Source: an optimization exercise on an open RTL-to-GDS flow (aim: small area, a short achievable clock period and few clock cycles). Production flows keep margins and buffers that such runs may drop. At most, simulation tests tie the RTL to the original design; equivalence was not proved. Power and IR drop assume default switching activity.

Design alu_core, start of the top module:
module alu_core (
    input  wire        clk,
    input  wire        rst,         
    input  wire        cmd_valid,
    output wire        cmd_ready,
    input  wire [31:0] cmd,
    input  wire [3:0]  rd_idx,
    output wire [15:0] rd_data,
    output wire [3:0]  flags        
);
For scale: ~3000 cells after synthesis, about 330 flip-flops, about 60 I/O pins, roughly 28000 um2 of cells after synthesis.
Settings: LEC_CHECK=0, CAP_MARGIN=20, CORE_MARGIN=2, CORE_UTILIZATION=45, PLACE_DENSITY=0.6, SETUP_SLACK_MARGIN=0, SLEW_MARGIN=20; clock period 10.0 ns.
run.sh (not shown) runs the stock make flow with config.mk's settings and CLKGATE_MAP_FILE= SYNTH_SCRIPT=/design/flow/synth_recipe.tcl, a recipe that flattens the netlist after the stock synthesis.
The first run ran to the end with no violations.
Edit:
--- a/flow/config.mk
+++ b/flow/config.mk
@@ -10,4 +10,4 @@
 export CORE_UTILIZATION = 45
 export PLACE_DENSITY = 0.6
-export SETUP_SLACK_MARGIN = 0
+export SETUP_SLACK_MARGIN = 3
 export SLEW_MARGIN = 20
After rerunning: The new run passed the timing, design-rule and antenna checks; global-route usage goes down by 0.22 points; hold slack improves by 0.0067 ns; wire length stays flat.
Edit:
==> flow/flow/run.sh (new file) <==
#!/bin/bash
# Standard ORFS layout, with the port buffers made from plain buffers (buf_4)
# instead of the delay cells buffer_ports picks by default, and with timing
# repair free to resize cells across footprints.
set -euo pipefail
export BUFFER_PORTS_ARGS="-buffer_cell sky130_fd_sc_hd__buf_4"
bash standard.sh MATCH_CELL_FOOTPRINT=0 "BUFFER_PORTS_ARGS=-buffer_cell sky130_fd_sc_hd__buf_4" finish > make_finish.log 2>&1
==> flow/standard.sh (new file) <==
#!/bin/bash
# synth_recipe.tcl (not shown) runs the flow's synth.tcl, then flattens the netlist and writes it again
# the make line also repeats each setting of config.mk as NAME=value (left out here)
make -C /OpenROAD-flow-scripts/flow DESIGN_CONFIG=/design/flow/config.mk WORK_HOME=/design/flow/orfs CLKGATE_MAP_FILE= SYNTH_SCRIPT=/design/flow/synth_recipe.tcl "${@:-finish}"
removed: flow/run.sh
Result:
- total power increases by a few percent
- routed wire length increases by a few percent
- first-iteration DRC count increases slightly
- setup slack gains 0.016 ns
No run of this note included a check of the RTL's function; only the layout flow was run.

========
violet:
Another version of the RTL of alu_core (not shown whole).
Size: roughly 2,500 cells after synthesis, about 60 I/O pins, roughly 27,000 sq um of cells after synthesis.
## alu_core
module alu_core (
    input  wire        clk,
    input  wire        rst,         
    input  wire        cmd_valid,
    output wire        cmd_ready,
    input  wire [31:0] cmd,
    input  wire [3:0]  rd_idx,
    output wire [15:0] rd_data,
    output wire [3:0]  flags        
);
    function [16:0] add16(input [15:0] x, input [15:0] y, input ci);
        reg [15:0] p, g, P, G;
        integer l, k;
        begin
            p = x ^ y; g = x & y;
            G = g; P = p;
            G[1] = g[1] | ((p[1] & x[0]) & y[0]);
            P[1] = p[1] & p[0];
            for (k = 15; k >= 2; k = k - 1) begin
                G[k] = G[k] | (P[k] & G[k-1]);
                P[k] = P[k] & P[k-1];
            end
            for (l = 2; l < 16; l = l * 2)
                for (k = 15; k >= l; k = k - 1) begin
                    G[k] = G[k] | (P[k] & G[k-l]);
                    P[k] = P[k] & P[k-l];
                end
            add16 = {G[15], p ^ {G[14:0], 1'b0}};
        end
    endfunction
    function [17:0] add17(input [16:0] x, input [16:0] y, input ci);
        reg [16:0] p, g, P, G;
        integer l, k;
        begin
            p = x ^ y; g = x & y;
            G = g; P = p;
            G[0] = g[0] | (p[0] & ci);
            for (l = 1; l < 17; l = l * 2)
                for (k = 16; k >= l; k = k - 1) begin
                    G[k] = G[k] | (P[k] & G[k-l]);
                    P[k] = P[k] & P[k-l];
                end
            add17 = {G[16], p ^ {G[15:0], ci}};
        end
    endfunction
    reg [255:0] rf;                 
    reg         cf, zf, sf, of;
    function [15:0] rdport(input [255:0] v, input [15:0] sel);
        integer j;
        begin
            rdport = 16'd0;
            for (j = 0; j < 16; j = j + 1)
                rdport = rdport | ({16{sel[j]}} & v[16*j +: 16]);
        end
    endfunction
    wire [15:0] rd_sel = 16'd1 << rd_idx;
    assign rd_data = rdport(rf, rd_sel);
    assign flags   = {of, sf, zf, cf};
    reg        busy;
    reg        mode_div;            
    reg        wr_rem;              
    reg [2:0]  cnt;                 
    reg [3:0]  da, dc, dd;          
    reg [15:0] opa;                 
  ...
export LEC_CHECK = 0
export CAP_MARGIN = 20
export CORE_MARGIN = 2
export CORE_UTILIZATION = 45
export CTS_BUF_LIST = sky130_fd_sc_hd__clkbuf_4 sky130_fd_sc_hd__clkbuf_8
export CTS_CLUSTER_SIZE = 20
export PLACE_DENSITY = 0.6
export SETUP_SLACK_MARGIN = 4.5
export SLEW_MARGIN = 20
create_clock -name core_clock -period 10.0 [get_ports {clk}]
standard.sh (not shown) runs the stock make flow with config.mk's settings and CLKGATE_MAP_FILE= SYNTH_SCRIPT=/design/flow/synth_recipe.tcl, a recipe that flattens the netlist after the stock synthesis.
==> flow/flow/run.sh <==
#!/bin/bash
# Standard ORFS layout, with the port buffers made from plain buffers (buf_4)
# instead of the delay cells buffer_ports picks by default, and with timing
# repair free to resize cells across footprints.
set -euo pipefail
export BUFFER_PORTS_ARGS="-buffer_cell sky130_fd_sc_hd__buf_4"
bash standard.sh MATCH_CELL_FOOTPRINT=0 "BUFFER_PORTS_ARGS=-buffer_cell sky130_fd_sc_hd__buf_4" finish > make_finish.log 2>&1
Both conditions hold for violet: the flow ran to the end and the final layout passed the timing, design-rule and antenna checks.
Testbench counts of violet, summed over its fixed seeds: cycles 5,283.
## Diff of input files: raven against violet
- SETUP_SLACK_MARGIN: 4.5 -> 4
--- outcome ---
- Compared with violet, raven shows routed wire length lower by 5300 um.
- Compared with violet, in raven post-synthesis compound-gate area fraction neither gained nor lost much; routed length on met3 lost about 10%; number of global-route vias before repair lost about 3.2%; number of standard cells in the layout, taps in and fillers out lost 128.
- Compare violet and raven | minimum period implied by the final worst setup slack higher: raven
- Of violet and raven, the lower worst-margin pin slew belongs to violet.
- Comparing raven against violet, there is no change at all in share of the synthesized netlist area taken by xor and xnor gates.
- Of the two candidates, violet has the better worst setup slack after layout and raven the worse one.
- The flow did not stop early for raven: all stages ran, and the layout cleared the timing, design-rule and antenna checks.
- No stage failed in violet, and the final checks on the layout all came back clean.
- Looking at switching part of the total power, raven sits 0.51 points below violet.
Changes in zinc relative to raven:
- CORE_UTILIZATION changed from 45 to 55
- PLACE_DENSITY changed from 0.6 to 0.68
[summary]
In summary, zinc completed successfully, with a layout that passed the timing, design-rule and antenna checks.
Looking at number of CTS-inserted buffers across zinc and raven, the one that comes out lower is raven.
As far as clock-pin slew reported for the worst setup and hold paths after clock tree synthesis is concerned, zinc and raven perform about the same.
Maximum frequency from static timing analysis delta (raven -> zinc): insignificant
Share of total power in combinational logic, zinc and raven: smaller value in zinc
Summary of zinc over raven: count of clock-buffer cells in the layout climbed 3.0%, die area dropped 11,000 sq um.
Across both runs, global-route usage over all layers was higher for zinc than for raven.
#### Input delta (quartz over zinc)
- PLACE_DENSITY: 0.68 -> 0.6
- CTS_BUF_LIST: sky130_fd_sc_hd__clkbuf_4 sky130_fd_sc_hd__clkbuf_8 -> unset
- CTS_CLUSTER_SIZE: 20 -> unset
- CORE_UTILIZATION: 55 -> 45
### Flow results
quartz vs zinc — total iterations of the first detailed-routing run rose 4. Delta (quartz minus zinc): met1 layer usage reported by global route shows a reduction of 8.4 points; count of non-filler cells in the finished layout shows an increase of 120.

## afterwards: timing with drivers on the ports
Ports are ideal in the flow. The routed layouts listed here were re-timed in OpenROAD. Step 1 assumes that a clkbuf_16 drives the clock port and a buf_2 every other input. Step 2 times the ports against the registers' clock, not the clock port: input delays grow and output delays shrink by t, the midpoint of the rising clock arrivals with the driver on. Slacks: no drivers / after step 1 / after step 2; pairs: no drivers / after step 1.
| run | t (ns) | slack for setup (ns) | hold WS [ns] | worst setup path after step 2 | worst data-port slew with drivers (ns) |
|---|---|---|---|---|---|
| the first run of note 1 | 0.643 | 1.069 / 1.097 / 0.455 | 0.448 / 0.448 / 0.448 | input to register | 0.04 |
| the second run of note 1 | 0.628 | 3.051 / 2.931 / 2.303 | 0.455 / 0.455 / 0.455 | input to register | 0.24 |
| the third run of note 1 | 0.641 | 3.067 / 2.880 / 2.239 | 0.457 / 0.457 / 0.457 | input to register | 0.31 |
| violet | 0.728 | 4.222 / 3.982 / 3.253 | 0.444 / 0.444 / 0.444 | input to register | 0.32 |
| raven | 0.714 | 4.031 / 3.838 / 3.124 | 0.441 / 0.441 / 0.441 | input to register | 0.30 |
| zinc | 0.726 | 4.037 / 3.849 / 3.122 | 0.445 / 0.445 / 0.445 | input to register | 0.31 |
| quartz | 0.622 | 4.026 / 3.801 / 3.179 | 0.435 / 0.435 / 0.435 | input to register | 0.31 |
After both steps every run listed still meets setup and hold. For violet, which loses most, drivers alone change the setup slack by -0.240 ns; drivers and shift together by -0.969 ns.
